Background: an optimization exercise with open tools, aiming at small area, a short achievable clock period and few clock cycles. Do not read the settings as production practice.
RTL that was checked went through simulation tests only; none was proved equivalent to the original.
The RTL of run 1 was laid out without a check of its function.
Power and IR drop assume default switching activity.

--- design/flow/run.sh ---
#!/bin/bash
# synth_recipe.tcl (not shown) runs the flow's synth.tcl, then flattens the netlist and writes it again
# the make line also repeats each setting of config.mk as NAME=value (left out here)
make -C /OpenROAD-flow-scripts/flow DESIGN_CONFIG=/design/flow/config.mk WORK_HOME=/design/flow/orfs CLKGATE_MAP_FILE= SYNTH_SCRIPT=/design/flow/synth_recipe.tcl finish
--- design/flow/config.mk ---
export PLATFORM = sky130hd
export DESIGN_NAME = slc_ack_engine
export DESIGN_NICKNAME = slc_ack_engine
export VERILOG_FILES = /design/flow/design.v
export SDC_FILE = /design/flow/constraint.sdc
export NUM_CORES = 4
export LEC_CHECK = 0
export ABC_CLOCK_PERIOD_IN_PS = 3500
export CAP_MARGIN = 20
export CORE_MARGIN = 2
export CORE_UTILIZATION = 40
export PLACE_DENSITY = 0.6
export SETUP_SLACK_MARGIN = 2.5
export SLEW_MARGIN = 20
--- design/flow/constraint.sdc ---
create_clock -name core_clock -period 7.0 [get_ports {clk}]
set_input_delay 1.4000 -clock core_clock [delete_from_list [all_inputs] [get_ports {clk}]]
set_output_delay 1.4000 -clock core_clock [all_outputs]
set_load 0.01 [all_outputs]
--- design/flow/design.v ---
module slc_ack_engine (
    input  wire        clk,
    input  wire        rst,           
    input  wire        cmd_valid,
    output wire        cmd_ready,
    input  wire [2:0]  cmd_code,
    input  wire [7:0]  cmd_op,
    input  wire [31:0] cmd_slid,
    input  wire [15:0] cmd_pkg,
    input  wire [7:0]  cmd_rssi,
    input  wire [6:0]  cmd_plen,
    input  wire [7:0]  cmd_arg,
    input  wire [31:0] cmd_now,
    input  wire        cmd_present,
    output reg         ev_valid,
    output reg  [1:0]  ev_kind,
    output reg  [3:0]  ev_h,
    output reg  [7:0]  ev_op,
    output reg  [31:0] ev_slid,
    output reg  [15:0] ev_pkg,
    output reg  [7:0]  ev_rssi,
    output reg  [6:0]  ev_plen,
    output reg         ev_fail,
    output reg  [7:0]  ev_code,
    output wire        res_valid,
    output reg  [4:0]  res_status,
    output reg  [2:0]  res_ack,
    output reg  [3:0]  res_exc,
    output wire [7:0]  res_op,
    output wire [31:0] res_slid,
    output wire [15:0] res_pkg,
    output wire [7:0]  res_h,
    output reg  [4:0]  res_n_resent,
    output reg  [4:0]  res_n_failed
);
    localparam N_OUT = 16;
    localparam [2:0] C_RESET = 3'd0, C_CFG = 3'd1, C_RX = 3'd2, C_SEND = 3'd3,
                     C_TICK  = 3'd4, C_CANCEL = 3'd5, C_FWD = 3'd6, C_CALL = 3'd7;
    localparam [4:0] ST_NONE = 5'd0, ST_ACK_MATCHED = 5'd4, ST_ACK_UNMATCHED = 5'd5,
                     ST_RX_SIZE_ERR = 5'd7, ST_ERR_ADDR = 5'd10, ST_ERR_UNKNOWN_OP = 5'd11,
                     ST_BRIDGE_INERT = 5'd12, ST_SENT = 5'd14, ST_SENT_RELIABLE = 5'd15,
                     ST_OUT_FULL = 5'd16, ST_REFUSED_OP = 5'd17, ST_TOO_LONG = 5'd18,
                     ST_TICKED = 5'd19, ST_CANCELLED = 5'd20, ST_NO_ENTRY = 5'd21,
                     ST_CFG_OK = 5'd22, ST_CFG_FATAL = 5'd23, ST_NOT_RUNNING = 5'd24,
                     ST_REFUSED_STATE = 5'd25;
    localparam [2:0] ACK_SIZE_ERR = 3'd4, ACK_UNEXPECTED = 3'd2, ACK_NONE = 3'd7;
    localparam [1:0] RUN_UNCONF = 2'd0, RUN_RUNNING = 2'd1, RUN_FATAL = 2'd2;
    function borrow31;
        input [30:0] a;
        input [30:0] b;
        reg   [31:0] gg, pp;
        integer w, j;
        begin
            gg = {(~a) & b, 1'b0};
            pp = {(~a) | b, 1'b0};
            for (w = 1; w < 32; w = w * 2)
                for (j = 0; j < 32; j = j + 2 * w) begin
                    gg[j + 2 * w - 1] = gg[j + 2 * w - 1] | (pp[j + 2 * w - 1] & gg[j + w - 1]);
                    pp[j + 2 * w - 1] = pp[j + 2 * w - 1] & pp[j + w - 1];
                end
            borrow31 = gg[31];
        end
    endfunction
    function [15:0] lowest16;
        input [15:0] v;
        reg   [15:0] below;
        integer j;
        begin
            below = 16'd0;
            for (j = 1; j < 16; j = j + 1)
                below[j] = below[j - 1] | v[j - 1];
            lowest16 = v & ~below;
        end
    endfunction
    function [3:0] enc16;
        input [15:0] oh;
        integer j;
        begin
            enc16 = 4'd0;
            for (j = 0; j < 16; j = j + 1)
                if (oh[j]) enc16 = enc16 | j[3:0];
        end
    endfunction
    function [4:0] pop16;
        input [15:0] v;
        integer j;
        begin
            pop16 = 5'd0;
            for (j = 0; j < 16; j = j + 1)
                pop16 = pop16 + {4'd0, v[j]};
        end
    endfunction
    reg [1:0]  run;
    reg [15:0] txseq;
    reg [1:0]  e_st   [0:N_OUT-1];
    reg [1:0]  e_op   [0:N_OUT-1];
    reg [11:0] e_slid [0:N_OUT-1];
    reg [15:0] e_pkg  [0:N_OUT-1];
    reg [7:0]  e_rssi [0:N_OUT-1];
    reg [6:0]  e_plen [0:N_OUT-1];
    reg [31:0] e_dl   [0:N_OUT-1];
    reg        act;           
    reg        more;          
    reg [15:0] p_res;         
    reg [15:0] p_fail;        
    reg        en_op, en_slid, en_pkg, en_h, en_hh;
    wire        running  = (run == RUN_RUNNING);
    wire [3:0]  lo       = cmd_op[3:0];
    wire        known    = (cmd_op[7:4] == 4'h3);
    wire        is_ack   = (lo == 4'hC) || (lo == 4'hE);
    wire        is_brg   = (lo == 4'h2) || (lo == 4'h3);
    wire        is_rel   = (lo == 4'h0) || (lo == 4'h1) || (lo == 4'h8);
    wire        slid_ok  = (cmd_slid[31:13] == 19'd0) &&
                           (cmd_slid[12] ? (cmd_slid[11:8] == 4'd0) : (cmd_slid[11:8] != 4'd0));
    wire [11:0] slid_e   = cmd_slid[12] ? {4'd0, cmd_slid[7:0]} : cmd_slid[11:0];
    wire        too_long = cmd_op[0] ? (cmd_plen > 7'd72) : (cmd_plen > 7'd73);
    wire [31:0] now_dl   = cmd_now + 32'd100;
    wire [15:0] txseq_n  = txseq + 16'd1;
    wire [15:0] sent, match, expd, fails;
    genvar g;
    generate
        for (g = 0; g < N_OUT; g = g + 1) begin : g_cmp
            wire neg = cmd_now[31] ^ e_dl[g][31] ^ borrow31(cmd_now[30:0], e_dl[g][30:0]);
            assign sent[g]  = (e_st[g] != 2'd0);
            assign match[g] = sent[g] && (e_slid[g] == slid_e) && (e_pkg[g] == cmd_pkg) &&
                              (e_op[g][0] == cmd_op[1]);
            assign expd[g]  = sent[g] && !neg;
            assign fails[g] = (e_st[g] == 2'd3);
        end
    endgenerate
    wire [15:0] free_oh  = lowest16(~sent);              
    wire [15:0] match_oh = lowest16(match);              
    wire        any_free = ~&sent;
    wire        any_match = |match;
    wire        can_arg  = (cmd_arg[7:4] == 4'd0) && sent[cmd_arg[3:0]];
    wire        step     = act && more;                  
    wire        accept   = cmd_valid && !step;
    wire        do_rx    = accept && running && cmd_code == C_RX && known && slid_ok &&
                           is_ack && cmd_plen == 7'd1;
    wire        do_send  = accept && running && cmd_code == C_SEND && known && !is_ack &&
                           !is_brg && slid_ok && !too_long && (!is_rel || any_free);
    wire        do_rel   = do_send && is_rel;
    wire        do_tick  = accept && running && cmd_code == C_TICK;
    wire        do_cancel= accept && running && cmd_code == C_CANCEL && can_arg;
    wire        do_call  = accept && running && cmd_code == C_CALL;
    wire        do_reset = rst || (accept && cmd_code == C_RESET);
    wire [15:0] t_res    = expd & ~fails;
    wire [15:0] t_fail   = expd & fails;
    wire [15:0] q_res    = step ? p_res  : t_res;
    wire [15:0] q_fail   = step ? p_fail : t_fail;
    wire [15:0] sel      = lowest16(q_res | q_fail);
    wire [15:0] n_res    = q_res  & ~sel;
    wire [15:0] n_fail   = q_fail & ~sel;
    wire        sel_fail = |(sel & q_fail);
    reg [1:0]  m_op;
    reg [11:0] m_slid;
    reg [15:0] m_pkg;
    reg [7:0]  m_rssi;
    reg [6:0]  m_plen;
    integer k;
    always @(*) begin
        m_op = 2'd0; m_slid = 12'd0; m_pkg = 16'd0; m_rssi = 8'd0; m_plen = 7'd0;
        for (k = 0; k < N_OUT; k = k + 1) begin
            m_op   = m_op   | (e_op[k]   & {2{sel[k]}});
            m_slid = m_slid | (e_slid[k] & {12{sel[k]}});
            m_pkg  = m_pkg  | (e_pkg[k]  & {16{sel[k]}});
            m_rssi = m_rssi | (e_rssi[k] & {8{sel[k]}});
            m_plen = m_plen | (e_plen[k] & {7{sel[k]}});
        end
    end
    wire [31:0] m_slid32 = (m_slid[11:8] == 4'd0) ? {19'd0, 1'b1, 4'd0, m_slid[7:0]}
                                                  : {20'd0, m_slid};
    integer i;
    always @(posedge clk) begin
        for (i = 0; i < N_OUT; i = i + 1) begin
            if (do_reset || do_call ||
                (do_rx && match_oh[i]) ||
                (do_cancel && cmd_arg[3:0] == i) ||
                (do_tick && t_fail[i]))
                e_st[i] <= 2'd0;
            else if (do_rel && free_oh[i])
                e_st[i] <= 2'd1;
            else if (do_tick && t_res[i])
                e_st[i] <= e_st[i] + 2'd1;
            if (do_rel && free_oh[i]) begin
                e_op[i]   <= {cmd_op[3], cmd_op[0]};
                e_slid[i] <= slid_e;
                e_pkg[i]  <= txseq_n;
                e_rssi[i] <= cmd_rssi;
                e_plen[i] <= cmd_plen;
            end
            if ((do_rel && free_oh[i]) || (do_tick && t_res[i]))
                e_dl[i] <= now_dl;
        end
    end
    always @(posedge clk) begin
        if (do_reset) begin
            run   <= RUN_UNCONF;
            txseq <= 16'd0;
        end else begin
            if (do_send)
                txseq <= txseq_n;
            if (accept && cmd_code == C_CFG && run == RUN_UNCONF)
                run <= (cmd_present && cmd_arg == 8'd1 && slid_ok) ? RUN_RUNNING : RUN_FATAL;
        end
    end
    always @(posedge clk) begin
        if (rst) begin
            act      <= 1'b0;
            more     <= 1'b0;
            ev_valid <= 1'b0;
        end else if (accept) begin
            act     <= 1'b1;
            more    <= 1'b0;
            p_res   <= 16'd0;
            p_fail  <= 16'd0;
            ev_valid <= 1'b0;
            ev_kind  <= 2'd0;
            ev_fail  <= 1'b0;
            ev_h     <= cmd_arg[3:0];
            ev_op    <= cmd_op;
            ev_slid  <= cmd_slid;
            ev_pkg   <= (cmd_code == C_SEND) ? txseq_n : cmd_pkg;
            ev_rssi  <= cmd_rssi;
            ev_plen  <= cmd_plen;
            ev_code  <= cmd_arg;
            en_op   <= 1'b0;
            en_slid <= 1'b0;
            en_pkg  <= 1'b0;
            en_h    <= 1'b0;
            en_hh   <= 1'b0;
            res_status   <= ST_NONE;
            res_ack      <= ACK_NONE;
            res_exc      <= 4'd0;
            res_n_resent <= 5'd0;
            res_n_failed <= 5'd0;
            if (cmd_code == C_RESET) begin
                res_status <= ST_NONE;
            end else if (cmd_code == C_CFG) begin
                if (run != RUN_UNCONF)
                    res_status <= ST_REFUSED_STATE;
                else if (!cmd_present) begin
                    res_status <= ST_CFG_FATAL;
                    res_exc    <= 4'd10;
                end else if (cmd_arg != 8'd1) begin
                    res_status <= ST_CFG_FATAL;
                    res_exc    <= 4'd9;
                end else if (!slid_ok) begin
                    res_status <= ST_CFG_FATAL;
                    res_exc    <= 4'd1;
                    en_slid    <= 1'b1;
                end else begin
                    res_status <= ST_CFG_OK;
                    en_slid    <= 1'b1;
                end
            end else if (!running) begin
                res_status <= ST_NOT_RUNNING;
            end else begin
                case (cmd_code)
                C_RX: begin
                    en_op <= 1'b1;
                    if (!known) begin
                        res_status <= ST_ERR_UNKNOWN_OP;
                        res_exc    <= 4'd3;
                        res_ack    <= ACK_UNEXPECTED;
                    end else begin
                        en_slid <= 1'b1;
                        en_pkg  <= 1'b1;
                        if (!slid_ok) begin
                            res_status <= ST_ERR_ADDR;
                            res_exc    <= 4'd1;
                        end else if (!is_ack)
                            res_status <= ST_REFUSED_OP;
                        else if (cmd_plen != 7'd1) begin
                            res_status <= ST_RX_SIZE_ERR;
                            res_ack    <= ACK_SIZE_ERR;
                        end else if (any_match) begin
                            res_status <= ST_ACK_MATCHED;
                            ev_valid   <= 1'b1;
                            ev_kind    <= 2'd3;
                            ev_h       <= enc16(match_oh);
                            en_h       <= 1'b1;
                        end else begin
                            res_status <= ST_ACK_UNMATCHED;
                            res_ack    <= ACK_UNEXPECTED;
                        end
                    end
                end
                C_SEND: begin
                    if (!known) begin
                        res_status <= ST_ERR_UNKNOWN_OP;
                        res_exc    <= 4'd3;
                        en_op      <= 1'b1;
                    end else if (is_ack || is_brg) begin
                        res_status <= ST_REFUSED_OP;
                        en_op      <= 1'b1;
                    end else if (!slid_ok) begin
                        res_status <= ST_ERR_ADDR;
                        res_exc    <= 4'd1;
                        en_op      <= 1'b1;
                        en_slid    <= 1'b1;
                    end else if (too_long)
                        res_status <= ST_TOO_LONG;
                    else if (is_rel && !any_free)
                        res_status <= ST_OUT_FULL;
                    else begin
                        res_status <= is_rel ? ST_SENT_RELIABLE : ST_SENT;
                        en_op    <= 1'b1;
                        en_slid  <= 1'b1;
                        en_pkg   <= 1'b1;
                        en_h     <= is_rel;
                        ev_valid <= 1'b1;
                        ev_kind  <= {1'b0, is_rel};
                        ev_h     <= enc16(free_oh);
                    end
                end
                C_TICK: begin
                    res_status   <= ST_TICKED;
                    res_n_resent <= pop16(t_res);
                    res_n_failed <= pop16(t_fail);
                    more     <= |(n_res | n_fail);
                    p_res    <= n_res;
                    p_fail   <= n_fail;
                    ev_valid <= |expd;
                    ev_kind  <= {1'b1, sel_fail};
                    ev_fail  <= sel_fail;
                    ev_h     <= enc16(sel);
                    ev_op    <= {4'h3, m_op[1], 2'b00, m_op[0]};
                    ev_slid  <= m_slid32;
                    ev_pkg   <= m_pkg;
                    ev_rssi  <= m_rssi;
                    ev_plen  <= m_plen;
                end
                C_CANCEL: begin
                    res_status <= can_arg ? ST_CANCELLED : ST_NO_ENTRY;
                    en_h       <= 1'b1;
                    en_hh      <= 1'b1;
                end
                C_FWD:
                    res_status <= ST_BRIDGE_INERT;
                default: begin  
                    res_status   <= ST_CANCELLED;
                    res_n_failed <= pop16(sent);
                end
                endcase
            end
        end else if (step) begin
            more     <= |(n_res | n_fail);
            p_res    <= n_res;
            p_fail   <= n_fail;
            ev_kind  <= {1'b1, sel_fail};
            ev_fail  <= sel_fail;
            ev_h     <= enc16(sel);
            ev_op    <= {4'h3, m_op[1], 2'b00, m_op[0]};
            ev_slid  <= m_slid32;
            ev_pkg   <= m_pkg;
            ev_rssi  <= m_rssi;
            ev_plen  <= m_plen;
        end else begin
            act      <= 1'b0;
            ev_valid <= 1'b0;
        end
    end
    assign cmd_ready = !step;
    assign res_valid = act && !more;
    assign res_op   = ev_op   & {8{en_op}};
    assign res_slid = ev_slid & {32{en_slid}};
    assign res_pkg  = ev_pkg  & {16{en_pkg}};
    assign res_h    = {ev_code[7:4] & {4{en_hh}}, ev_h & {4{en_h}}};
endmodule
==> results of run 1 <==
final cells by class:
class	count	area (sq um)	share of cell area, %
Timing Repair Buffer	1218	11620	12.76
Clock buffer	193	4126	4.530
Tap cell	2325	2909	3.194
Antenna cell	4	10.01	0.01099
Sequential cell	1429	42380	46.52
Multi-Input combinational cell	3564	27870	30.59
Timing Repair inverter	1	5.005	0.005494
Clock inverter	102	1081	1.187
Inverter	251	1092	1.199
kinds of logic (layout without fill, tap and decap cells):
logic type / Yosys count / after routing / share of synthesized area (%)
buffers and inverters: 556 / 1765 / 3.273
xor gates and xnor gates: 563 / 563 / 7.084
muxes: 47 / 47 / 0.7909
adders and majority gates: 176 / 176 / 3.146
AOI/OAI and AO/OA: 1129 / 1129 / 12.17
other: 1 / 7 / 0.005387
and+or+nand+nor: 1645 / 1646 / 12.65
DFF: 1429 / 1429 / 60.88
path summary, 6_finish.rpt:
kind	startpoint	endpoint	slack (ns)	cells past startpoint
max	cmd_now[25]	res_n_failed[2]	0.94	22
min	ev_valid	ev_valid	0.47	2
max reg2reg	e_dl[15][4]	res_n_failed[2]	1.26	22
min reg2reg	ev_valid	ev_valid	0.47	2
per-layer routing:
metal | global-route usage, % | routed length (microns) | vias to the layer above
met5 | 0 | 90 | -
met4 | 15.70 | 16640 | 12
met3 | 5.191 | 24540 | 652
met2 | 45.32 | 121100 | 3141
met1 | 37.67 | 102500 | 27090
li1 | - | - | 23300
layout by cell type, fill, tap and decap left out, drive strengths merged, types with 27 or more instances in the layout:
cell              n
o221ai           68
nor4             72
a211oi           27
clkdlybuf4s50   229
a222oi           73
mux2i            31
a31oi            43
nor3            123
xnor2           347
a22o             29
o211ai           39
fa               30
a221o            38
nor2b           158
o22ai            43
maj3             95
inv             243
nand3           121
nand4            99
clkinv           84
nand2b          153
nand2           352
buf             941
o21ai           137
a221oi           52
ha               51
xor2            216
and2            103
and3            115
edfxtp         1376
a22oi           197
clkbuf          222
a21oi           156
nor2            234
dfxtp            53
worst register-to-register path, cell delays in order, from the launching register on:
cell and delay [ns]:
sky130_fd_sc_hd__edfxtp_1 0.40, sky130_fd_sc_hd__nor2b_1 0.17, sky130_fd_sc_hd__maj3_1 0.36, sky130_fd_sc_hd__o21ai_1 0.23, sky130_fd_sc_hd__o21ai_4 0.12, sky130_fd_sc_hd__a2111oi_4 0.29, sky130_fd_sc_hd__buf_4 0.16, sky130_fd_sc_hd__o22a_1 0.19
sky130_fd_sc_hd__buf_12 0.14, sky130_fd_sc_hd__and4_4 0.22, sky130_fd_sc_hd__nor3_2 0.05, sky130_fd_sc_hd__and2_4 0.18, sky130_fd_sc_hd__fa_1 0.51, sky130_fd_sc_hd__inv_2 0.05, sky130_fd_sc_hd__fa_1 0.55, sky130_fd_sc_hd__fa_2 0.46
sky130_fd_sc_hd__fa_1 0.53, sky130_fd_sc_hd__inv_2 0.05, sky130_fd_sc_hd__ha_4 0.15, sky130_fd_sc_hd__fa_2 0.36, sky130_fd_sc_hd__xor2_1 0.17, sky130_fd_sc_hd__nand2_1 0.08, sky130_fd_sc_hd__a21oi_2 0.05
sequential cells by signal, indices dropped and copies added (netlist names), 32 cells and up:
signal   flops
e_rssi     128
e_pkg      256
e_op        32
e_plen     112
ev_slid     32
e_slid     192
e_st        32
e_dl       512
timing repair:
action                                   CTS  global route
endpoints found under the setup margin  1278           878
setup buffers                            135            74
pin swaps                                218           180
gates resized for setup                  474           356
gates cloned                              19             3
report_power, final:
group	total, W	leakage [nW]	switching (W)	internal, W
clock	0.00842	2.52	0.00369	0.00474
combinational	0.00150	16.3	0.000880	0.000622
sequential	0.00942	13.3	0.0000245	0.00939
stage by stage:
step           TNS, ns  setup slack, ns  area [sq um]
6_report             0           0.9370         91090
3_5_place_dp    -7.298          -0.9044         80690
2_1_floorplan        0           0.6649         70390
3_3_place_gp    -7.559          -0.8935         80690
4_1_cts              0           0.9415         89230
5_1_grt              0           0.8074         91080
==> out/results.tsv, run 1 <==
stage	metric	value	unit
layout	number of fill cells in the layout	14720	
power_and_ir_drop	Pleak	32.10	nW
floorplanning	number of placement rows	153	
clock_tree	source-to-sink clock delay at the later pin of the worst-skew pair	0.85	ns
floorplanning	die width	421.2	microns
clock_tree	CTS Buf Count	159	
setup_path	signal arrival time at the worst endpoint	6.61	ns
clock_tree	TritonCTS sink count	1429	
flow_run	number of max-capacitance violations reported	0	
logic_synthesis	unique cell type count in the Yosys netlist	112	
placed_design	number of input and output port buffers inserted	291	
logic_synthesis	Synth Area per Inst	12.55	sq um
logic_synthesis	Seq/Total Area, Yosys	60.88	%
logic_synthesis	number of flops mapped to enable cells by yosys	1376	
outcome	result of the run	finished clean	
setup_path	Worst Path Max Fanout	7	
sta	RSZ-0062 raised after global routing	yes	
logic_synthesis	predominant post-synthesis flop cell	sky130_fd_sc_hd__edfxtp_1	
clock_tree	Max clock buf depth	3	
logic_synthesis	most frequent cell after synthesis	sky130_fd_sc_hd__edfxtp_1	
layout	Core Util, Final	52.52	%
logic_synthesis	cell area after synthesis	69610	sq um
global_routing	leftover overflow at the end of global routing	0	
sta	period utilization	86.61	%
setup_path	Top Family by Delay on Critical Path	adder cells	
setup_path	critical-path cell list	buf_6, buf_6, nor2b_4, a2111o_1, a2111oi_4, buf_4, nand2_2, o311a_1, and3b_2, nor3_4, buf_6, nand2_4, fa_2, fa_1, fa_2, fa_1, inv_2, ha_4, fa_2, xor2_1, nand2_1, a21oi_2	
power_and_ir_drop	Pwr per Cell Area	212.3	nW/um^2
logic_synthesis	YS warnings	8	
logic_synthesis	area share of the largest cell type after synthesis	59.36	%
logic_synthesis	cell types with the highest counts after synthesis	sky130_fd_sc_hd__edfxtp_1, sky130_fd_sc_hd__nand2_1, sky130_fd_sc_hd__xnor2_1	
floorplanning	height of the chip	421.2	microns
routing	first drt pass iteration count	9	
clock_tree	clock transition at the register clock pins on the worst setup and hold paths after CTS	0.06	ns
logic_synthesis	ranking of synthesized cells by area	sky130_fd_sc_hd__edfxtp_1, sky130_fd_sc_hd__xnor2_1, sky130_fd_sc_hd__xor2_1, sky130_fd_sc_hd__a22oi_1, sky130_fd_sc_hd__nand2_1	
logic_synthesis	largest area contributor in the netlist	sky130_fd_sc_hd__edfxtp_1	
global_routing	maximum number of pins on one net before global-route repair	62	
clock_tree	CTS Root Cell	sky130_fd_sc_hd__clkbuf_16	
placed_design	cell count after placement	8553	
setup_path	Bufs and invs on worst path	5	
sta	Final Critical Period	6.063	ns
sta	Slew HR	20.95	%
routing	Routed WL	264.9	mm
routing	via count	54190	
global_routing	antenna violations before repair	12	
routing	Routed WL per cell	29.15	microns
sta	Least-Margin Pin Slew	1.177	ns
floorplanning	Initial Utilization	40.13	%
clock_tree	H-Tree Depth	4	
min_path	kind of path behind the tightest hold check	reg2reg	
layout	growth of design area from synthesis to finish	30.86	%
sta	final-report setup violation count	0	
global_routing	combined global-route utilization of all metal layers	28.76	%
sta	final count of pins violating max slew	0	
clock_tree	hold buffer count at CTS	0	
routing	First DRT Iteration DRCs	7237	
floorplanning	Total Die Area	177400	sq um
logic_synthesis	async set-reset flop share out of synthesis	0	%
setup_path	required time of the critical path	7.55	ns
routing	DRC viols	0	
sta	final hold violations	0	
setup_path	cell at the slowest stage of the critical path	sky130_fd_sc_hd__fa_1	
global_routing	number of global-route vias before repair	52320	
logic_synthesis	Syn Inst Count	5546	
layout	layout cells sized above 1	26.13	%
layout	final net count	6823	
logic_synthesis	register bit count reported by yosys	1429	
clock_tree	CTS tree	done	
setup_path	Crit path largest cell delay	0.54	ns
setup_path	element type at the critical path start	input port	
setup_path	CP Capture Type	flip-flop	
placed_design	post-detailed-placement half-perimeter wirelength	183.7	mm
power_and_ir_drop	sum of internal, switching and leakage power	0.01934	W
sta	final hold slack	0.4723	ns
setup_path	Worst Setup Path Type	in2reg	
layout	filler-free cell count of the finished design	9087	
routing	vias per std cell	5.964	
sta	worst clock skew on the final layout	0.07193	ns
floorplanning	area of the core	173400	sq um
floorplanning	I/O pin count	293	
sta	maximum clock frequency	164.9	MHz
routing	count of nets left with antenna violations after detail routing	0	
placed_design	Routability Congestion	1.001	
global_routing	wire length of the first global-routing pass	373.1	mm
power_and_ir_drop	Max VDD drop	0.3058	mV
==> inputs of run 2 (changes only) <==
--- a/design/flow/design.v
+++ b/design/flow/design.v
@@ -81,15 +81,6 @@
                 if (oh[j]) enc16 = enc16 | j[3:0];
         end
     endfunction
-    function [4:0] pop16;
-        input [15:0] v;
-        integer j;
-        begin
-            pop16 = 5'd0;
-            for (j = 0; j < 16; j = j + 1)
-                pop16 = pop16 + {4'd0, v[j]};
-        end
-    endfunction
     reg [1:0]  run;
     reg [15:0] txseq;
     reg [1:0]  e_st   [0:N_OUT-1];
@@ -100,6 +91,8 @@
     reg [6:0]  e_plen [0:N_OUT-1];
     reg [31:0] e_dl   [0:N_OUT-1];
     reg        act;           
+    reg        tk_first;      
+    reg [4:0]  n_sent;        
     reg        more;          
     reg [15:0] p_res;         
     reg [15:0] p_fail;        
@@ -140,18 +133,17 @@
     wire        do_send  = accept && running && cmd_code == C_SEND && known && !is_ack &&
                            !is_brg && slid_ok && !too_long && (!is_rel || any_free);
     wire        do_rel   = do_send && is_rel;
+    wire        wr_new   = accept && cmd_code == C_SEND;
     wire        do_tick  = accept && running && cmd_code == C_TICK;
     wire        do_cancel= accept && running && cmd_code == C_CANCEL && can_arg;
     wire        do_call  = accept && running && cmd_code == C_CALL;
     wire        do_reset = rst || (accept && cmd_code == C_RESET);
     wire [15:0] t_res    = expd & ~fails;
     wire [15:0] t_fail   = expd & fails;
-    wire [15:0] q_res    = step ? p_res  : t_res;
-    wire [15:0] q_fail   = step ? p_fail : t_fail;
-    wire [15:0] sel      = lowest16(q_res | q_fail);
-    wire [15:0] n_res    = q_res  & ~sel;
-    wire [15:0] n_fail   = q_fail & ~sel;
-    wire        sel_fail = |(sel & q_fail);
+    wire [15:0] sel      = lowest16(p_res | p_fail);
+    wire [15:0] n_res    = p_res  & ~sel;
+    wire [15:0] n_fail   = p_fail & ~sel;
+    wire        sel_fail = |(sel & p_fail);
     reg [1:0]  m_op;
     reg [11:0] m_slid;
     reg [15:0] m_pkg;
@@ -170,27 +162,29 @@
     end
     wire [31:0] m_slid32 = (m_slid[11:8] == 4'd0) ? {19'd0, 1'b1, 4'd0, m_slid[7:0]}
                                                   : {20'd0, m_slid};
+    wire        tk_upd   = step && tk_first;
+    wire [31:0] dl_data  = tk_upd ? ev_slid : now_dl;
     integer i;
     always @(posedge clk) begin
         for (i = 0; i < N_OUT; i = i + 1) begin
             if (do_reset || do_call ||
                 (do_rx && match_oh[i]) ||
                 (do_cancel && cmd_arg[3:0] == i) ||
-                (do_tick && t_fail[i]))
+                (tk_upd && p_fail[i]))
                 e_st[i] <= 2'd0;
             else if (do_rel && free_oh[i])
                 e_st[i] <= 2'd1;
-            else if (do_tick && t_res[i])
+            else if (tk_upd && p_res[i])
                 e_st[i] <= e_st[i] + 2'd1;
-            if (do_rel && free_oh[i]) begin
+            if (wr_new && free_oh[i]) begin
                 e_op[i]   <= {cmd_op[3], cmd_op[0]};
                 e_slid[i] <= slid_e;
                 e_pkg[i]  <= txseq_n;
                 e_rssi[i] <= cmd_rssi;
                 e_plen[i] <= cmd_plen;
             end
-            if ((do_rel && free_oh[i]) || (do_tick && t_res[i]))
-                e_dl[i] <= now_dl;
+            if ((wr_new && free_oh[i]) || (tk_upd && p_res[i]))
+                e_dl[i] <= dl_data;
         end
     end
     always @(posedge clk) begin
@@ -204,26 +198,64 @@
                 run <= (cmd_present && cmd_arg == 8'd1 && slid_ok) ? RUN_RUNNING : RUN_FATAL;
         end
     end
+    wire [4:0]  nr_inc = res_n_resent + 5'd1;
+    wire [4:0]  nf_inc = res_n_failed + 5'd1;
     always @(posedge clk) begin
         if (rst) begin
             act      <= 1'b0;
             more     <= 1'b0;
             ev_valid <= 1'b0;
         end else if (accept) begin
-            act     <= 1'b1;
-            more    <= 1'b0;
-            p_res   <= 16'd0;
-            p_fail  <= 16'd0;
+            act      <= 1'b1;
+            more     <= do_tick && |expd;
+            ev_valid <= (do_rx && any_match) || do_send;
+        end else if (step) begin
+            more     <= |(n_res | n_fail);
+            ev_valid <= 1'b1;
+        end else begin
+            act      <= 1'b0;
             ev_valid <= 1'b0;
-            ev_kind  <= 2'd0;
+        end
+    end
+    always @(posedge clk) begin
+        ev_code <= cmd_arg;
+        if (step) begin
+            tk_first <= 1'b0;
+            if (sel_fail)
+                res_n_failed <= nf_inc;
+            else
+                res_n_resent <= nr_inc;
+            p_res    <= n_res;
+            p_fail   <= n_fail;
+            ev_kind  <= {1'b1, sel_fail};
+            ev_fail  <= sel_fail;
+            ev_h     <= enc16(sel);
+            ev_op    <= {4'h3, m_op[1], 2'b00, m_op[0]};
+            ev_slid  <= m_slid32;
+            ev_pkg   <= m_pkg;
+            ev_rssi  <= m_rssi;
+            ev_plen  <= m_plen;
+            res_status <= ST_TICKED;
+            res_ack    <= ACK_NONE;
+            res_exc    <= 4'd0;
+            en_op   <= 1'b0;
+            en_slid <= 1'b0;
+            en_pkg  <= 1'b0;
+            en_h    <= 1'b0;
+            en_hh   <= 1'b0;
+        end else begin
+            tk_first <= 1'b1;
+            p_res    <= t_res;
+            p_fail   <= t_fail;
+            ev_kind  <= (cmd_code == C_RX) ? 2'd3 : {1'b0, is_rel};
             ev_fail  <= 1'b0;
-            ev_h     <= cmd_arg[3:0];
+            ev_h     <= (cmd_code == C_RX)   ? enc16(match_oh) :
+                        (cmd_code == C_SEND) ? enc16(free_oh)  : cmd_arg[3:0];
             ev_op    <= cmd_op;
-            ev_slid  <= cmd_slid;
+            ev_slid  <= (cmd_code == C_TICK) ? now_dl : cmd_slid;
             ev_pkg   <= (cmd_code == C_SEND) ? txseq_n : cmd_pkg;
             ev_rssi  <= cmd_rssi;
             ev_plen  <= cmd_plen;
-            ev_code  <= cmd_arg;
             en_op   <= 1'b0;
             en_slid <= 1'b0;
             en_pkg  <= 1'b0;
@@ -276,9 +308,6 @@
                             res_ack    <= ACK_SIZE_ERR;
                         end else if (any_match) begin
                             res_status <= ST_ACK_MATCHED;
-                            ev_valid   <= 1'b1;
-                            ev_kind    <= 2'd3;
-                            ev_h       <= enc16(match_oh);
                             en_h       <= 1'b1;
                         end else begin
                             res_status <= ST_ACK_UNMATCHED;
@@ -309,28 +338,10 @@
                         en_slid  <= 1'b1;
                         en_pkg   <= 1'b1;
                         en_h     <= is_rel;
-                        ev_valid <= 1'b1;
-                        ev_kind  <= {1'b0, is_rel};
-                        ev_h     <= enc16(free_oh);
                     end
                 end
-                C_TICK: begin
-                    res_status   <= ST_TICKED;
-                    res_n_resent <= pop16(t_res);
-                    res_n_failed <= pop16(t_fail);
-                    more     <= |(n_res | n_fail);
-                    p_res    <= n_res;
-                    p_fail   <= n_fail;
-                    ev_valid <= |expd;
-                    ev_kind  <= {1'b1, sel_fail};
-                    ev_fail  <= sel_fail;
-                    ev_h     <= enc16(sel);
-                    ev_op    <= {4'h3, m_op[1], 2'b00, m_op[0]};
-                    ev_slid  <= m_slid32;
-                    ev_pkg   <= m_pkg;
-                    ev_rssi  <= m_rssi;
-                    ev_plen  <= m_plen;
-                end
+                C_TICK:
+                    res_status <= ST_TICKED;
                 C_CANCEL: begin
                     res_status <= can_arg ? ST_CANCELLED : ST_NO_ENTRY;
                     en_h       <= 1'b1;
@@ -340,27 +351,20 @@
                     res_status <= ST_BRIDGE_INERT;
                 default: begin  
                     res_status   <= ST_CANCELLED;
-                    res_n_failed <= pop16(sent);
+                    res_n_failed <= n_sent;
                 end
                 endcase
             end
-        end else if (step) begin
-            more     <= |(n_res | n_fail);
-            p_res    <= n_res;
-            p_fail   <= n_fail;
-            ev_kind  <= {1'b1, sel_fail};
-            ev_fail  <= sel_fail;
-            ev_h     <= enc16(sel);
-            ev_op    <= {4'h3, m_op[1], 2'b00, m_op[0]};
-            ev_slid  <= m_slid32;
-            ev_pkg   <= m_pkg;
-            ev_rssi  <= m_rssi;
-            ev_plen  <= m_plen;
-        end else begin
-            act      <= 1'b0;
-            ev_valid <= 1'b0;
         end
     end
+    always @(posedge clk) begin
+        if (do_reset || do_call)
+            n_sent <= 5'd0;
+        else if (do_rel)
+            n_sent <= n_sent + 5'd1;
+        else if ((do_rx && any_match) || do_cancel || (step && sel_fail))
+            n_sent <= n_sent - 5'd1;
+    end
     assign cmd_ready = !step;
     assign res_valid = act && !more;
     assign res_op   = ev_op   & {8{en_op}};
==> design/flow/config.mk (replaced) <==
export PLATFORM = sky130hd
export DESIGN_NAME = slc_ack_engine
export DESIGN_NICKNAME = slc_ack_engine
export VERILOG_FILES = /design/flow/design.v
export SDC_FILE = /design/flow/constraint.sdc
export NUM_CORES = 4
export LEC_CHECK = 0
export CAP_MARGIN = 20
export CORE_MARGIN = 2
export CORE_UTILIZATION = 55
export CTS_BUF_LIST = sky130_fd_sc_hd__clkbuf_8
export CTS_CLUSTER_DIAMETER = 60
export CTS_CLUSTER_SIZE = 16
export PLACE_DENSITY = 0.72
export SETUP_SLACK_MARGIN = 3.5
export SLEW_MARGIN = 20
==> run 2 against run 1 <==
  * Worst hold slack improved by 0.040 ns
  * Design area decreased by 11%
  * Still clean on timing, DRC and antenna
  * Register-to-register slack improved by 2.1 ns
  * Utilization increased by 15 points
==> out/results.tsv, run 2 <==
stage	metric	value	unit	change
global_routing	antenna violations before repair	14		+2
logic_synthesis	number of flops mapped to enable cells by yosys	1237		-10%
layout	footprint of the flip-flops and latches	41150	sq um	-2.9%
sta	Final Critical Period	3.678	ns	-2.385 ns
logic_synthesis	register bit count reported by yosys	1435		+0.42%
routing	first drt pass iteration count	7		-2
power_and_ir_drop	Pwr per Cell Area	197.2	nW/um^2	-7.1%
power_and_ir_drop	logic gate share of total power	8.6	%	+0.8 points
sta	final hold violations	0		unchanged
power_and_ir_drop	Max VDD drop	0.1860	mV	-39%
clock_tree	CTS Root Cell	sky130_fd_sc_hd__clkbuf_8		
setup_path	Worst Path Max Fanout	7		unchanged
min_path	kind of path behind the tightest hold check	reg2reg		
clock_tree	CTS tree	done		
placed_design	post-detailed-placement half-perimeter wirelength	148.4	mm	-19%
setup_path	Worst Setup Path Type	in2reg		
global_routing	maximum number of pins on one net before global-route repair	75		+21%
global_routing	wire length of the first global-routing pass	324.8	mm	-13%
logic_synthesis	Synth Area per Inst	12.56	sq um	about the same
placed_design	number of input and output port buffers inserted	291		unchanged
logic_synthesis	Seq/Total Area, Yosys	62.10	%	+1.2 points
logic_synthesis	Syn Inst Count	5269		-5.0%
power_and_ir_drop	share of power burned in the clock network	32.8	%	-11 points
logic_synthesis	largest area contributor in the netlist	sky130_fd_sc_hd__edfxtp_1		
floorplanning	number of placement rows	127		-17%
floorplanning	die width	350.9	microns	-17%
routing	count of nets left with antenna violations after detail routing	0		unchanged
sta	period utilization	52.54	%	-34 points
logic_synthesis	unique cell type count in the Yosys netlist	103		-8.0%
clock_tree	TritonCTS sink count	1435		+0.42%
floorplanning	I/O pin count	293		unchanged
layout	max reg flops	512		unchanged
floorplanning	Total Die Area	123100	sq um	-31%
logic_synthesis	cell types with the highest counts after synthesis	sky130_fd_sc_hd__edfxtp_1, sky130_fd_sc_hd__xnor2_1, sky130_fd_sc_hd__nand2_1		
routing	DRC viols	0		unchanged
logic_synthesis	ranking of synthesized cells by area	sky130_fd_sc_hd__edfxtp_1, sky130_fd_sc_hd__dfxtp_1, sky130_fd_sc_hd__xnor2_1, sky130_fd_sc_hd__xor2_1, sky130_fd_sc_hd__a221o_1		
logic_synthesis	cell area after synthesis	66190	sq um	-4.9%
layout	most frequent standard cell in the layout excluding fill and tap cells	sky130_fd_sc_hd__edfxtp_1		
routing	Routed WL per cell	30.45	microns	+4.5%
setup_path	element type at the critical path start	input port		
layout	area of the multi-input gates	26070	sq um	-6.5%
flow_run	number of max-capacitance violations reported	0		unchanged
sta	maximum clock frequency	271.9	MHz	+65%
floorplanning	area of the core	119700	sq um	-31%
sta	final count of pins violating max slew	0		unchanged
setup_path	signal arrival time at the worst endpoint	4.44	ns	-2.17 ns
clock_tree	hold buffer count at CTS	0		unchanged
placed_design	Routability Congestion	1.015		+1.4%
placed_design	cell count after placement	7059		-17%
logic_synthesis	YS warnings	8		unchanged
power_and_ir_drop	share of total power consumed by net switching	24.57	%	+0.84 points
setup_path	CP Capture Type	flip-flop		
logic_synthesis	most frequent cell after synthesis	sky130_fd_sc_hd__edfxtp_1		
floorplanning	height of the chip	350.9	microns	-17%
power_and_ir_drop	sum of internal, switching and leakage power	0.01591	W	-18%
sta	final-report setup violation count	0		unchanged
layout	growth of design area from synthesis to finish	21.86	%	
clock_tree	source-to-sink clock delay at the later pin of the worst-skew pair	0.90	ns	+0.05 ns
layout	final net count	6046		-11%
layout	register with the highest flop count	e_dl		
sta	Least-Margin Pin Slew	1.198	ns	+0.02044 ns
layout	number of fill cells in the layout	8389		-43%
power_and_ir_drop	Internal	0.01200	W	-19%
sta	worst clock skew on the final layout	0.08503	ns	+0.01310 ns
sta	final total negative setup slack	0	ns	unchanged
sta	Slew HR	19.85	%	-1.1 points
global_routing	leftover overflow at the end of global routing	0		unchanged
power_and_ir_drop	power spent charging and discharging nets	0.003910	W	-15%
routing	vias per std cell	6.683		+12%
power_and_ir_drop	Pleak	28.11	nW	-12%
layout	layout cells sized above 1	20.75	%	-5.4 points
power_and_ir_drop	sequential fraction of design power	58.7	%	+10 points
sta	RSZ-0062 raised after global routing	yes		
routing	via count	50880		-6.1%
floorplanning	Initial Utilization	55.32	%	+15 points
layout	commonest non-fill, non-tap cells in the layout	sky130_fd_sc_hd__edfxtp_1, sky130_fd_sc_hd__xnor2_1, sky130_fd_sc_hd__buf_4		
routing	Routed WL	231.8	mm	-12%
global_routing	combined global-route utilization of all metal layers	36.25	%	+7.5 points
global_routing	number of global-route vias before repair	48170		-7.9%
logic_synthesis	predominant post-synthesis flop cell	sky130_fd_sc_hd__edfxtp_1		
clock_tree	CTS Buf Count	119		-25%
logic_synthesis	area share of the largest cell type after synthesis	56.12	%	-3.2 points
outcome	result of the run	finished clean		
layout	filler-free cell count of the finished design	7613		-16%
clock_tree	clock transition at the register clock pins on the worst setup and hold paths after CTS	0.10	ns	+0.04 ns
logic_synthesis	async set-reset flop share out of synthesis	0	%	unchanged
setup_path	required time of the critical path	7.77	ns	+0.22 ns
layout	registers with the highest flip-flop counts	e_dl (512), e_pkg (256), e_slid (192)		
clock_tree	Max clock buf depth	3		unchanged
clock_tree	H-Tree Depth	3		-1
routing	First DRT Iteration DRCs	7306		+0.95%
==> run 2: cell count changes after synthesis, sizes merged, moves of 39 or more <==
cell    previous run  this run
buf              152       113
edfxtp          1376      1237
a221o             38       149
a221oi            52       128
dfxtp             53       198
inv              246       198
and3             115        27
nor2             234       295
o22ai             43        94
maj3              95       140
nand2b           152       104
a22oi            197        45
==> run 2: area by class of cell <==
class / count / area share (%)
inverters: 204 / 1.153
well taps: 1612 / 2.500
diodes: 10 / 0.03102
clock buffers: 128 / 2.184
multi-input cells: 3348 / 32.32
repair buffers: 773 / 9.671
repair inverters: 7 / 0.06050
flip-flops and latches: 1435 / 51.01
clock inverters: 96 / 1.075
==> run 2: path summary, 6_finish.rpt <==
path                                    start         end  slack (ns)  cells after the start
worst min-delay path            e_plen[14][3]  ev_plen[3]        0.51                      2
worst min register to register  e_plen[14][3]  ev_plen[3]        0.51                      2
worst max-delay path              cmd_now[26]        more        3.32                     12
worst max register to register      p_fail[3]     ev_h[2]        3.35                     11
==> run 2: cell families (layout without fill, tap and decap cells) <==
kind of cell	Yosys count	count (layout)	synth area share, %
buffers and inverters	505	1208	3.140
muxes	33	33	0.5973
xor gates and xnor gates	567	567	7.502
AOI/OAI and AO/OA	1098	1101	12.61
other	1	11	0.005665
DFF	1435	1435	62.10
adders and majority gates	180	180	2.894
and+or+nand+nor	1450	1466	11.15
==> run 2: per-layer routing <==
| layer | share of wire (%) | up-vias | global-route usage [%] |
|---|---|---|---|
| met5 | 0.042 | - | 0 |
| met4 | 6.3 | 14 | 19.19 |
| met3 | 13 | 739 | 8.064 |
| met2 | 45 | 3878 | 56.60 |
| met1 | 35 | 24870 | 47.53 |
| li1 | - | 21380 | - |
==> run 2: critical path, stage by stage <==
cell                         delay [ns]
sky130_fd_sc_hd__clkbuf_4          0.19
sky130_fd_sc_hd__clkinvlp_4        0.22
sky130_fd_sc_hd__buf_4             0.19
sky130_fd_sc_hd__buf_4             0.16
sky130_fd_sc_hd__maj3_1            0.35
sky130_fd_sc_hd__maj3_1            0.38
sky130_fd_sc_hd__a21oi_2           0.13
sky130_fd_sc_hd__o22ai_2           0.11
sky130_fd_sc_hd__a211oi_4          0.40
sky130_fd_sc_hd__mux2_4            0.35
sky130_fd_sc_hd__o21bai_4          0.17
sky130_fd_sc_hd__o41a_1            0.39
==> run 2: power by group through the flow <==
stage / Clock [W] / Sequential [W] / Combinational (W)
after floorplan: 0 / 0.00953 / 0.000575
after global placement: 0 / 0.00953 / 0.00107
after detailed placement: 0 / 0.00953 / 0.00109
after CTS: 0.00521 / 0.00933 / 0.00126
after global routing: 0.00552 / 0.00934 / 0.00141
final: 0.00522 / 0.00933 / 0.00136
==> run 2: repair_timing <==
item / 4_1_cts / 5_1_grt
buffers inserted: 216 / 67
gates cloned: 28 / 9
setup endpoints to repair: 1724 / 1022
resized for setup: 682 / 305
pin swaps: 120 / 114
==> run 2: through the flow <==
step / utilization, % / setup WS (ns) / instance area [sq um] / hold slack, ns
4_1_cts: 65.87 / 3.335 / 78810 / 0.5049
5_1_grt: 67.40 / 3.277 / 80640 / 0.5441
2_1_floorplan: - / 3.003 / 67130 / 0.4511
3_3_place_gp: 60.22 / 0.9037 / 72050 / 0.4805
3_5_place_dp: 60.26 / 1.147 / 72100 / 0.4848
6_report: 67.41 / 3.322 / 80660 / 0.5127
Testbench counts of run 2, summed over its fixed seeds: cycles 6,180.
==> inputs of run 3 (changes only) <==
==> design/flow/flow/run.sh (new file) <==
#!/bin/bash
# The standard layout (the standard.sh: standard synthesis and ORFS from
# floorplan to finish), with one change: the buffers that ORFS puts on every
# input and output port are sky130_fd_sc_hd__buf_1 instead of the cell ORFS
# picks by default (a clkdlybuf4s50 delay buffer). The timing repair resizes
# them afterwards as it needs. All of make's output (Yosys, OpenROAD, KLayout)
# goes to standard.log here; ORFS keeps each step's own log under orfs/logs.
set -uo pipefail
bash standard.sh "BUFFER_PORTS_ARGS=-inputs -outputs -buffer_cell sky130_fd_sc_hd__buf_1" finish > standard.log 2>&1
status=$?
echo "standard.sh exited with $status"
exit $status
==> design/flow/standard.sh (new file) <==
#!/bin/bash
# synth_recipe.tcl (not shown) runs the flow's synth.tcl, then flattens the netlist and writes it again
# the make line also repeats each setting of config.mk as NAME=value (left out here)
make -C /OpenROAD-flow-scripts/flow DESIGN_CONFIG=/design/flow/config.mk WORK_HOME=/design/flow/orfs CLKGATE_MAP_FILE= SYNTH_SCRIPT=/design/flow/synth_recipe.tcl "${@:-finish}"
removed: design/flow/run.sh
==> run 3 against run 2 <==
  * Synthesized area is the same
  * Synthesized cell count is the same
  * Fmax shrank 3.2%
  * Non-clock buffer count shrank 128
  * Sequential cell count is the same
  * First-iteration DRC count shrank 0.38%
  * Critical path type unchanged
  * Highest routed layer unchanged
==> out/results.tsv, run 3 <==
stage	metric	value	unit	change
logic_synthesis	most frequent cell after synthesis	sky130_fd_sc_hd__edfxtp_1		
power_and_ir_drop	Max VDD drop	0.1725	mV	-7.3%
logic_synthesis	number of flops mapped to enable cells by yosys	1237		unchanged
layout	most frequent standard cell in the layout excluding fill and tap cells	sky130_fd_sc_hd__edfxtp_1		
layout	commonest non-fill, non-tap cells in the layout	sky130_fd_sc_hd__edfxtp_1, sky130_fd_sc_hd__xnor2_1, sky130_fd_sc_hd__nand2_1		
sta	maximum clock frequency	263.1	MHz	-3.2%
setup_path	startpoint of the worst setup timing path	cmd_now[20]		
logic_synthesis	register bit count reported by yosys	1435		unchanged
routing	via count	49470		-2.8%
setup_path	start of the worst register-to-register path	p_fail[3]		
sta	Final Critical Period	3.800	ns	+0.1224 ns
clock_tree	TritonCTS sink count	1435		unchanged
floorplanning	area of the core	119700	sq um	unchanged
clock_tree	hold buffer count at CTS	0		unchanged
global_routing	wire length of the first global-routing pass	313.5	mm	-3.5%
sta	final total negative setup slack	0	ns	unchanged
setup_path	flop2flop setup slack	3.31	ns	-0.04 ns
routing	count of nets left with antenna violations after detail routing	0		unchanged
power_and_ir_drop	sum of internal, switching and leakage power	0.01561	W	-1.9%
logic_synthesis	area share of the largest cell type after synthesis	56.12	%	unchanged
routing	DRC viols	0		unchanged
global_routing	fraction of met2 tracks used by global routing	54.71	%	-1.9 points
logic_synthesis	ranking of synthesized cells by area	sky130_fd_sc_hd__edfxtp_1, sky130_fd_sc_hd__dfxtp_1, sky130_fd_sc_hd__xnor2_1, sky130_fd_sc_hd__xor2_1, sky130_fd_sc_hd__a221o_1		
logic_synthesis	Seq/Total Area, Yosys	62.10	%	unchanged
setup_path	end of the worst register-to-register path	ev_pkg[12]		
layout	layout cells sized above 1	16.90	%	-3.8 points
logic_synthesis	Synth Area per Inst	12.56	sq um	unchanged
routing	first drt pass iteration count	9		+2
layout	growth of design area from synthesis to finish	15.60	%	
global_routing	met3 usage in global routing	7.440	%	-0.62 points
routing	vias per std cell	6.623		-0.91%
sta	final count of pins violating max slew	0		unchanged
sta	Slew HR	23.36	%	+3.5 points
logic_synthesis	async set-reset flop share out of synthesis	0	%	unchanged
layout	max reg flops	512		unchanged
clock_tree	CTS Root Cell	sky130_fd_sc_hd__clkbuf_8		
layout	registers with the highest flip-flop counts	e_dl (512), e_pkg (256), e_slid (192)		
logic_synthesis	Syn Inst Count	5269		unchanged
sta	Least-Margin Pin Slew	1.145	ns	-0.05235 ns
setup_path	Worst Path Max Fanout	29		+22
sta	final-report setup violation count	0		unchanged
clock_tree	clock transition at the register clock pins on the worst setup and hold paths after CTS	0.10	ns	about the same
setup_path	signal arrival time at the worst endpoint	4.56	ns	+0.12 ns
layout	filler-free cell count of the finished design	7470		-1.9%
global_routing	combined global-route utilization of all metal layers	34.84	%	-1.4 points
setup_path	Worst Setup Path Type	in2reg		
routing	Routed WL	220.1	mm	-5.1%
placed_design	number of input and output port buffers inserted	291		unchanged
placed_design	cell count after placement	7048		-0.16%
logic_synthesis	YS warnings	8		unchanged
floorplanning	height of the chip	350.9	microns	unchanged
layout	register with the highest flop count	e_dl		
flow_run	number of max-capacitance violations reported	0		unchanged
routing	First DRT Iteration DRCs	7278		-0.38%
logic_synthesis	cell area after synthesis	66190	sq um	unchanged
floorplanning	Total Die Area	123100	sq um	unchanged
floorplanning	I/O pin count	293		unchanged
outcome	result of the run	finished clean		
layout	number of fill cells in the layout	9027		+7.6%
setup_path	depth of the worst register-to-register path	11		unchanged
floorplanning	Initial Utilization	55.32	%	unchanged
logic_synthesis	cell types with the highest counts after synthesis	sky130_fd_sc_hd__edfxtp_1, sky130_fd_sc_hd__xnor2_1, sky130_fd_sc_hd__nand2_1		
sta	RSZ-0062 raised after global routing	yes		
sta	final hold slack	0.5172	ns	+0.004505 ns
placed_design	Routability Congestion	0.9579		-5.6%
global_routing	most used routing layer	met2		
global_routing	maximum number of pins on one net before global-route repair	54		-28%
sta	period utilization	54.29	%	+1.7 points
logic_synthesis	predominant post-synthesis flop cell	sky130_fd_sc_hd__edfxtp_1		
clock_tree	CTS tree	done		
setup_path	element type at the critical path start	input port		
placed_design	post-detailed-placement half-perimeter wirelength	146.6	mm	-1.2%
min_path	kind of path behind the tightest hold check	reg2reg		
sta	final hold violations	0		unchanged
global_routing	met1 demand-to-capacity share in global routing	45.78	%	-1.7 points
power_and_ir_drop	Pwr per Cell Area	204.0	nW/um^2	+3.4%
clock_tree	CTS Buf Count	118		-0.84%
setup_path	CP Capture Type	flip-flop		
logic_synthesis	unique cell type count in the Yosys netlist	103		unchanged
layout	Core Util, Final	63.95	%	-3.5 points
power_and_ir_drop	Pleak	25.42	nW	-9.6%
logic_synthesis	largest area contributor in the netlist	sky130_fd_sc_hd__edfxtp_1		
clock_tree	H-Tree Depth	3		unchanged
global_routing	leftover overflow at the end of global routing	0		unchanged
global_routing	number of global-route vias before repair	47170		-2.1%
floorplanning	die width	350.9	microns	unchanged
sta	worst clock skew on the final layout	0.05539	ns	-0.02964 ns
layout	final net count	5913		-2.2%
setup_path	capture point of the worst path	more		
clock_tree	source-to-sink clock delay at the later pin of the worst-skew pair	0.89	ns	about the same
global_routing	antenna violations before repair	15		+1
routing	Routed WL per cell	29.47	microns	-3.2%
setup_path	required time of the critical path	7.76	ns	about the same
floorplanning	number of placement rows	127		unchanged
clock_tree	Max clock buf depth	3		unchanged
-- run 3: cell counts after synthesis --
No cell type changed its count.
-- run 3: critical path: stages --
cell	delay, ns
sky130_fd_sc_hd__buf_1	0.08
sky130_fd_sc_hd__buf_4	0.26
sky130_fd_sc_hd__inv_1	0.13
sky130_fd_sc_hd__buf_12	0.19
sky130_fd_sc_hd__maj3_1	0.37
sky130_fd_sc_hd__maj3_1	0.38
sky130_fd_sc_hd__o31ai_1	0.20
sky130_fd_sc_hd__and3_1	0.32
sky130_fd_sc_hd__o31ai_2	0.15
sky130_fd_sc_hd__mux2i_2	0.32
sky130_fd_sc_hd__nor2b_2	0.26
sky130_fd_sc_hd__nand4_1	0.12
sky130_fd_sc_hd__o41a_1	0.37
-- run 3: worst min-delay path by stage --
stage / cells past startpoint / slack (ns) / from / to
2_1_floorplan: 2 / 0.45 / p_fail[6] / p_fail[6]
3_3_place_gp: 2 / 0.48 / p_res[13] / p_res[13]
3_5_place_dp: 2 / 0.50 / e_plen[14][3] / ev_plen[3]
4_1_cts: 2 / 0.52 / p_res[13] / p_res[13]
5_1_grt: 2 / 0.55 / p_fail[1] / p_fail[1]
6_report: 2 / 0.52 / e_plen[14][5] / ev_plen[5]
-- run 3: logic make-up (layout without fill, tap and decap cells) --
kind of cell / after synthesis / after routing / share of synthesized area, %
mux: 33 / 33 / 0.5973
xor+xnor: 567 / 567 / 7.502
buf+inv: 505 / 1071 / 3.140
simple gates: 1450 / 1465 / 11.15
fa+ha+maj: 180 / 180 / 2.894
flops: 1435 / 1435 / 62.10
other cells: 1 / 7 / 0.005665
compound gates: 1098 / 1100 / 12.61
-- run 3: cell type report --
type / instances / area, sq um / area share (%)
Sequential cell: 1435 / 41130 / 53.75
Multi-Input combinational cell: 3346 / 25320 / 33.08
Timing Repair Buffer: 645 / 4559 / 5.958
Tap cell: 1612 / 2017 / 2.636
Clock buffer: 130 / 1789 / 2.338
Inverter: 204 / 889.6 / 1.163
Clock inverter: 87 / 770.7 / 1.007
Timing Repair inverter: 5 / 36.28 / 0.04742
Antenna cell: 6 / 15.01 / 0.01962
-- run 3: power by group --
| part | internal [W] | total, W | switching [W] |
|---|---|---|---|
| clock network | 0.00212 | 0.00511 | 0.00300 |
| registers | 0.00929 | 0.00933 | 0.0000414 |
| logic | 0.000399 | 0.00117 | 0.000766 |
-- run 3: metrics by stage --
step / cell area, sq um / setup slack [ns]
floorplan: 67130 / 3.003
global route: 76520 / 3.192
global placement: 70210 / 1.394
CTS: 75470 / 3.255
finish: 76520 / 3.200
detailed placement: 70230 / 1.377
-- run 3: layer usage --
| metal | vias to the layer above | wire [microns] |
|---|---|---|
| li1 | 21100 | - |
| met3 | 674 | 25600 |
| met1 | 24440 | 80200 |
| met4 | 10 | 13460 |
| met2 | 3241 | 100800 |
| met5 | - | 62 |
-- run 3: what timing repair did --
item / CTS / global route
endpoints found under the setup margin: 1576 / 523
setup buffers: 130 / 43
resized for setup: 340 / 145
cloned: 22 / 4
pin swaps: 66 / 52
==> inputs of run 4 (changes only) <==
--- a/design/flow/design.v
+++ b/design/flow/design.v
@@ -113,7 +113,8 @@
     genvar g;
     generate
         for (g = 0; g < N_OUT; g = g + 1) begin : g_cmp
-            wire neg = cmd_now[31] ^ e_dl[g][31] ^ borrow31(cmd_now[30:0], e_dl[g][30:0]);
+            wire neg;
+            slc_ack_dl_cmp u_cmp (.n_now(~cmd_now), .dl(e_dl[g]), .neg(neg));
             assign sent[g]  = (e_st[g] != 2'd0);
             assign match[g] = sent[g] && (e_slid[g] == slid_e) && (e_pkg[g] == cmd_pkg) &&
                               (e_op[g][0] == cmd_op[1]);
@@ -372,3 +373,21 @@
     assign res_pkg  = ev_pkg  & {16{en_pkg}};
     assign res_h    = {ev_code[7:4] & {4{en_hh}}, ev_h & {4{en_h}}};
 endmodule
+module slc_ack_dl_cmp (
+    input  wire [31:0] n_now,     
+    input  wire [31:0] dl,
+    output wire        neg
+);
+    reg [31:0] gg, pp;
+    integer w, j;
+    always @(*) begin
+        gg = {n_now[30:0] & dl[30:0], 1'b0};
+        pp = {n_now[30:0] | dl[30:0], 1'b0};
+        for (w = 1; w < 32; w = w * 2)
+            for (j = 0; j < 32; j = j + 2 * w) begin
+                gg[j + 2 * w - 1] = gg[j + 2 * w - 1] | (pp[j + 2 * w - 1] & gg[j + w - 1]);
+                pp[j + 2 * w - 1] = pp[j + 2 * w - 1] & pp[j + w - 1];
+            end
+    end
+    assign neg = ~n_now[31] ^ dl[31] ^ gg[31];
+endmodule
--- a/design/flow/config.mk
+++ b/design/flow/config.mk
@@ -14,3 +14,5 @@
 export PLACE_DENSITY = 0.72
 export SETUP_SLACK_MARGIN = 3.5
 export SLEW_MARGIN = 20
+export SYNTH_HIERARCHICAL = 1
+export SYNTH_MINIMUM_KEEP_SIZE = 0
==> run 4 against run 3 <==
  * Combinational power fell by 5%
  * Largest power group unchanged
  * Final cell count down 2.3%
  * Synthesized cell count shrank 2.0%
  * Register-to-register slack improved by 0.13 ns
  * Worst hold slack better by 0.0033 ns
  * Sequential share of layout area is 1.8 points higher
  * Clock-buffer cell count decreased by 7
  * Still clean on timing, DRC and antenna
  * Clock power fell by 3%
  * Setup slack gained 0.17 ns
==> out/results.tsv, run 4 <==
stage	metric	value	unit	change
outcome	result of the run	finished clean		
logic_synthesis	Syn Inst Count	5165		-2.0%
clock_tree	clock transition at the register clock pins on the worst setup and hold paths after CTS	0.11	ns	about the same
routing	First DRT Iteration DRCs	8576		+18%
logic_synthesis	ranking of synthesized cells by area	sky130_fd_sc_hd__edfxtp_1, sky130_fd_sc_hd__dfxtp_1, sky130_fd_sc_hd__xnor2_1, sky130_fd_sc_hd__nor2_1, sky130_fd_sc_hd__xor2_1		
sta	Slew HR	17.85	%	-5.5 points
layout	most frequent standard cell in the layout excluding fill and tap cells	sky130_fd_sc_hd__edfxtp_1		
power_and_ir_drop	Pleak	24.00	nW	-5.6%
placed_design	Routability Congestion	0.9940		+3.8%
power_and_ir_drop	Max VDD drop	0.1699	mV	-1.5%
global_routing	antenna violations before repair	18		+3
routing	Routed WL per cell	31.20	microns	+5.9%
layout	final net count	5823		-1.5%
power_and_ir_drop	share of power burned in the clock network	32.2	%	-0.5 points
flow_run	number of max-capacitance violations reported	0		unchanged
layout	Core Util, Final	62.83	%	-1.1 points
sta	RSZ-0062 raised after global routing	yes		
logic_synthesis	Seq/Total Area, Yosys	63.16	%	+1.1 points
routing	via count	50110		+1.3%
global_routing	wire length of the first global-routing pass	320.2	mm	+2.1%
layout	max reg flops	512		unchanged
logic_synthesis	Synth Area per Inst	12.60	sq um	+0.30%
logic_synthesis	unique cell type count in the Yosys netlist	93		-9.7%
routing	count of nets left with antenna violations after detail routing	0		unchanged
clock_tree	H-Tree Depth	3		unchanged
floorplanning	Initial Utilization	55.27	%	-0.055 points
setup_path	signal arrival time at the worst endpoint	4.36	ns	-0.20 ns
min_path	kind of path behind the tightest hold check	reg2reg		
logic_synthesis	async set-reset flop share out of synthesis	0	%	unchanged
setup_path	CP Capture Type	flip-flop		
layout	final std cell area, no fill	73990	sq um	-3.3%
global_routing	maximum number of pins on one net before global-route repair	71		+31%
setup_path	required time of the critical path	7.73	ns	-0.03 ns
setup_path	critical-path cell list	buf_1, inv_1, buf_4, nor2_1, nor4_1, o211ai_1, o211ai_1, xnor2_1, o22ai_1, nor3_1, nand4_1, nand3_1, a21oi_1		
floorplanning	height of the chip	348	microns	-0.83%
clock_tree	Max clock buf depth	3		unchanged
placed_design	number of input and output port buffers inserted	291		unchanged
floorplanning	die width	348	microns	-0.83%
layout	registers with the highest flip-flop counts	e_dl (512), e_pkg (256), e_slid (192)		
logic_synthesis	predominant post-synthesis flop cell	sky130_fd_sc_hd__edfxtp_1		
power_and_ir_drop	power spent charging and discharging nets	0.003698	W	-2.8%
logic_synthesis	register bit count reported by yosys	1435		unchanged
clock_tree	CTS tree	done		
power_and_ir_drop	sequential fraction of design power	60.6	%	+0.8 points
routing	Routed WL	227.6	mm	+3.4%
sta	period utilization	51.90	%	-2.4 points
floorplanning	area of the core	117800	sq um	-1.6%
layout	layout cells sized above 1	14.41	%	-2.5 points
setup_path	Bufs and invs on worst path	3		-1
power_and_ir_drop	share of total power consumed by net switching	24.03	%	-0.34 points
setup_path	Worst Path Max Fanout	48		+66%
floorplanning	Total Die Area	121100	sq um	-1.7%
layout	register with the highest flop count	e_dl		
setup_path	Top Family by Delay on Critical Path	simple AND/OR/NAND/NOR gates		
floorplanning	number of placement rows	126		-0.79%
floorplanning	I/O pin count	293		unchanged
global_routing	number of global-route vias before repair	46670		-1.1%
placed_design	area post-placement	68980	sq um	-1.8%
logic_synthesis	cell types with the highest counts after synthesis	sky130_fd_sc_hd__edfxtp_1, sky130_fd_sc_hd__nor2_1, sky130_fd_sc_hd__xnor2_1		
clock_tree	source-to-sink clock delay at the later pin of the worst-skew pair	0.87	ns	-0.02 ns
clock_tree	TritonCTS sink count	1435		unchanged
sta	worst clock skew on the final layout	0.04616	ns	-0.009223 ns
clock_tree	CTS Root Cell	sky130_fd_sc_hd__clkbuf_8		
setup_path	cell at the slowest stage of the critical path	sky130_fd_sc_hd__nor4_1		
sta	maximum clock frequency	275.2	MHz	+4.6%
power_and_ir_drop	logic gate share of total power	7.2	%	-0.3 points
sta	final hold violations	0		unchanged
layout	commonest non-fill, non-tap cells in the layout	sky130_fd_sc_hd__edfxtp_1, sky130_fd_sc_hd__nor2_1, sky130_fd_sc_hd__xnor2_1		
logic_synthesis	area share of the largest cell type after synthesis	57.07	%	+0.96 points
power_and_ir_drop	Internal	0.01169	W	-0.97%
sta	final total negative setup slack	0	ns	unchanged
clock_tree	CTS Buf Count	112		-5.1%
logic_synthesis	cell area after synthesis	65080	sq um	-1.7%
sta	Least-Margin Pin Slew	1.231	ns	+0.08558 ns
routing	vias per std cell	6.867		+3.7%
logic_synthesis	number of flops mapped to enable cells by yosys	1237		unchanged
routing	DRC viols	0		unchanged
setup_path	element type at the critical path start	input port		
global_routing	leftover overflow at the end of global routing	0		unchanged
setup_path	Crit path largest cell delay	0.64	ns	+0.26 ns
setup_path	cell seen most often among critical-path stages	sky130_fd_sc_hd__o211ai_1		
power_and_ir_drop	Pwr per Cell Area	208.0	nW/um^2	+2.0%
setup_path	Worst Setup Path Type	in2reg		
placed_design	post-detailed-placement half-perimeter wirelength	146.4	mm	about the same
logic_synthesis	largest area contributor in the netlist	sky130_fd_sc_hd__edfxtp_1		
logic_synthesis	most frequent cell after synthesis	sky130_fd_sc_hd__edfxtp_1		
sta	final-report setup violation count	0		unchanged
layout	growth of design area from synthesis to finish	13.68	%	
routing	first drt pass iteration count	10		+1
sta	Final Critical Period	3.633	ns	-0.1670 ns
global_routing	combined global-route utilization of all metal layers	36.30	%	+1.5 points
sta	final count of pins violating max slew	0		unchanged
logic_synthesis	YS warnings	22		+14
-- run 4: changes by cell type in the layout (fill, tap and decap cells not counted), moves of 91 or more --
cell	change
sky130_fd_sc_hd__nor2b_1	-110
sky130_fd_sc_hd__a31oi_1	+119
sky130_fd_sc_hd__nor2_1	+216
sky130_fd_sc_hd__inv_1	-91
sky130_fd_sc_hd__a21oi_1	+105
sky130_fd_sc_hd__maj3_1	-118
-- run 4: logic make-up (layout without fill, tap and decap cells) --
logic type | count (synthesis) | after routing | share of synthesized area [%]
and+or+nand+nor | 1420 | 1438 | 10.57
AOI/OAI and AO/OA | 1328 | 1330 | 14.70
xor gates and xnor gates | 574 | 574 | 7.724
DFF | 1435 | 1435 | 63.16
other | 1 | 11 | 0.005762
adders and majority gates | 57 | 57 | 1.073
buffers and inverters | 310 | 876 | 2.065
muxes | 40 | 40 | 0.6978
-- run 4: worst register-to-register path: stages (launching register included) --
cell and delay [ns]:
sky130_fd_sc_hd__dfxtp_1 0.50, sky130_fd_sc_hd__nor2_4 0.10, sky130_fd_sc_hd__nand2_2 0.27, sky130_fd_sc_hd__nor2_4 0.13
sky130_fd_sc_hd__buf_4 0.28, sky130_fd_sc_hd__a221o_1 0.39, sky130_fd_sc_hd__a221o_1 0.27, sky130_fd_sc_hd__a221o_1 0.30
sky130_fd_sc_hd__a21oi_1 0.30, sky130_fd_sc_hd__nand4_1 0.35, sky130_fd_sc_hd__a221oi_4 0.46, sky130_fd_sc_hd__a31oi_1 0.09
-- run 4: power groups by stage --
stage	Sequential [W]	Combinational (W)	Clock (W)
after CTS	0.00933	0.00105	0.00494
final	0.00933	0.00111	0.00495
after global routing	0.00934	0.00116	0.00524
after detailed placement	0.00953	0.000984	0
after floorplan	0.00953	0.000564	0
after global placement	0.00953	0.000970	0
-- run 4: final timing paths --
kind / start / end / slack, ns / depth (start not counted)
worst max-delay path: cmd_now[12] / more / 3.37 / 13
worst min register to register: res_n_resent[4] / res_n_resent[4] / 0.52 / 2
worst max register to register: p_fail[1] / ev_slid[0] / 3.44 / 11
worst min-delay path: res_n_resent[4] / res_n_resent[4] / 0.52 / 2
-- run 4: area by class of cell --
class	instances	area (sq um)
fill	8825	43780
sequential	1435	41130
multi-input combinational	3440	24320
timing repair buffer	555	3561
tap	1536	1922
clock buffer	123	1693
clock inverter	77	701.9
inverter	98	475.5
timing repair inverter	23	168.9
antenna	10	25.02
-- run 4: modules after synthesis, one instance, submodules excluded --
module	copies in the design	cells	flops+latches	cell area, sq um
slc_ack_dl_cmp	16	74	0	436.7
slc_ack_engine	1	3981	1435	58100
-- run 4: through the flow --
stage,setup WS (ns),power [W],hold slack (ns),std cells
5_1_grt,3.306,0.01573,0.5454,7290
2_1_floorplan,2.958,0.01009,0.4462,5165
3_5_place_dp,1.954,0.01051,0.4900,6913
3_3_place_gp,1.964,0.01050,0.4969,6913
6_report,3.367,0.01539,0.5205,7297
4_1_cts,3.504,0.01532,0.5115,7247
-- run 4: per-layer routing --
layer | part of all wire (%) | routed length, microns | track usage, % | vias to the layer above
li1 | - | - | - | 21180
met1 | 35 | 79290 | 46.96 | 24260
met2 | 45 | 102300 | 56.71 | 3897
met3 | 13 | 30490 | 9.076 | 755
met4 | 6.8 | 15460 | 19.23 | 16
met5 | 0.040 | 92 | 0 | -
-- run 4: timing repair --
| action | in CTS | in global routing |
|---|---|---|
| setup buffers | 94 | 33 |
| pin swaps | 42 | 34 |
| setup endpoints to repair | 1184 | 719 |
| hold buffers | 0 | 0 |
| resized for setup | 177 | 112 |
| cloned | 40 | 6 |
Testbench counts of run 4, summed over its fixed seeds: cycles 6,180.

==> separate check: timing with driven ports <==
In the flow no input, the clock included, has a driving cell. The finished layouts below were timed again as built, in two steps. Step 1 sets driving cells, clkbuf_16 on the clock port and buf_2 on the other inputs (assumed; they add their load-dependent delay and slew). Step 2, shift: input delay + t, output delay - t, t = (earliest + latest rising clock arrival at the registers) / 2. This alone moves slack from input paths to output paths. a / b / c = ideal ports / drivers / drivers and shift; a / b = the first two.
run	t, ns	setup WS [ns]	slew at the worst register clock pin (ns)
run 1	0.909	0.937 / 0.993 / 0.084	0.07 / 0.07
run 2	0.930	3.322 / 3.322 / 2.392	0.11 / 0.11
run 3	0.941	3.200 / 3.233 / 2.292	0.11 / 0.11
run 4	0.929	3.367 / 3.401 / 2.472	0.11 / 0.11
After both steps every run listed still meets setup and hold. The setup slack of run 2, which loses most, moves by 0.000 ns with the drivers and by -0.930 ns with both steps.
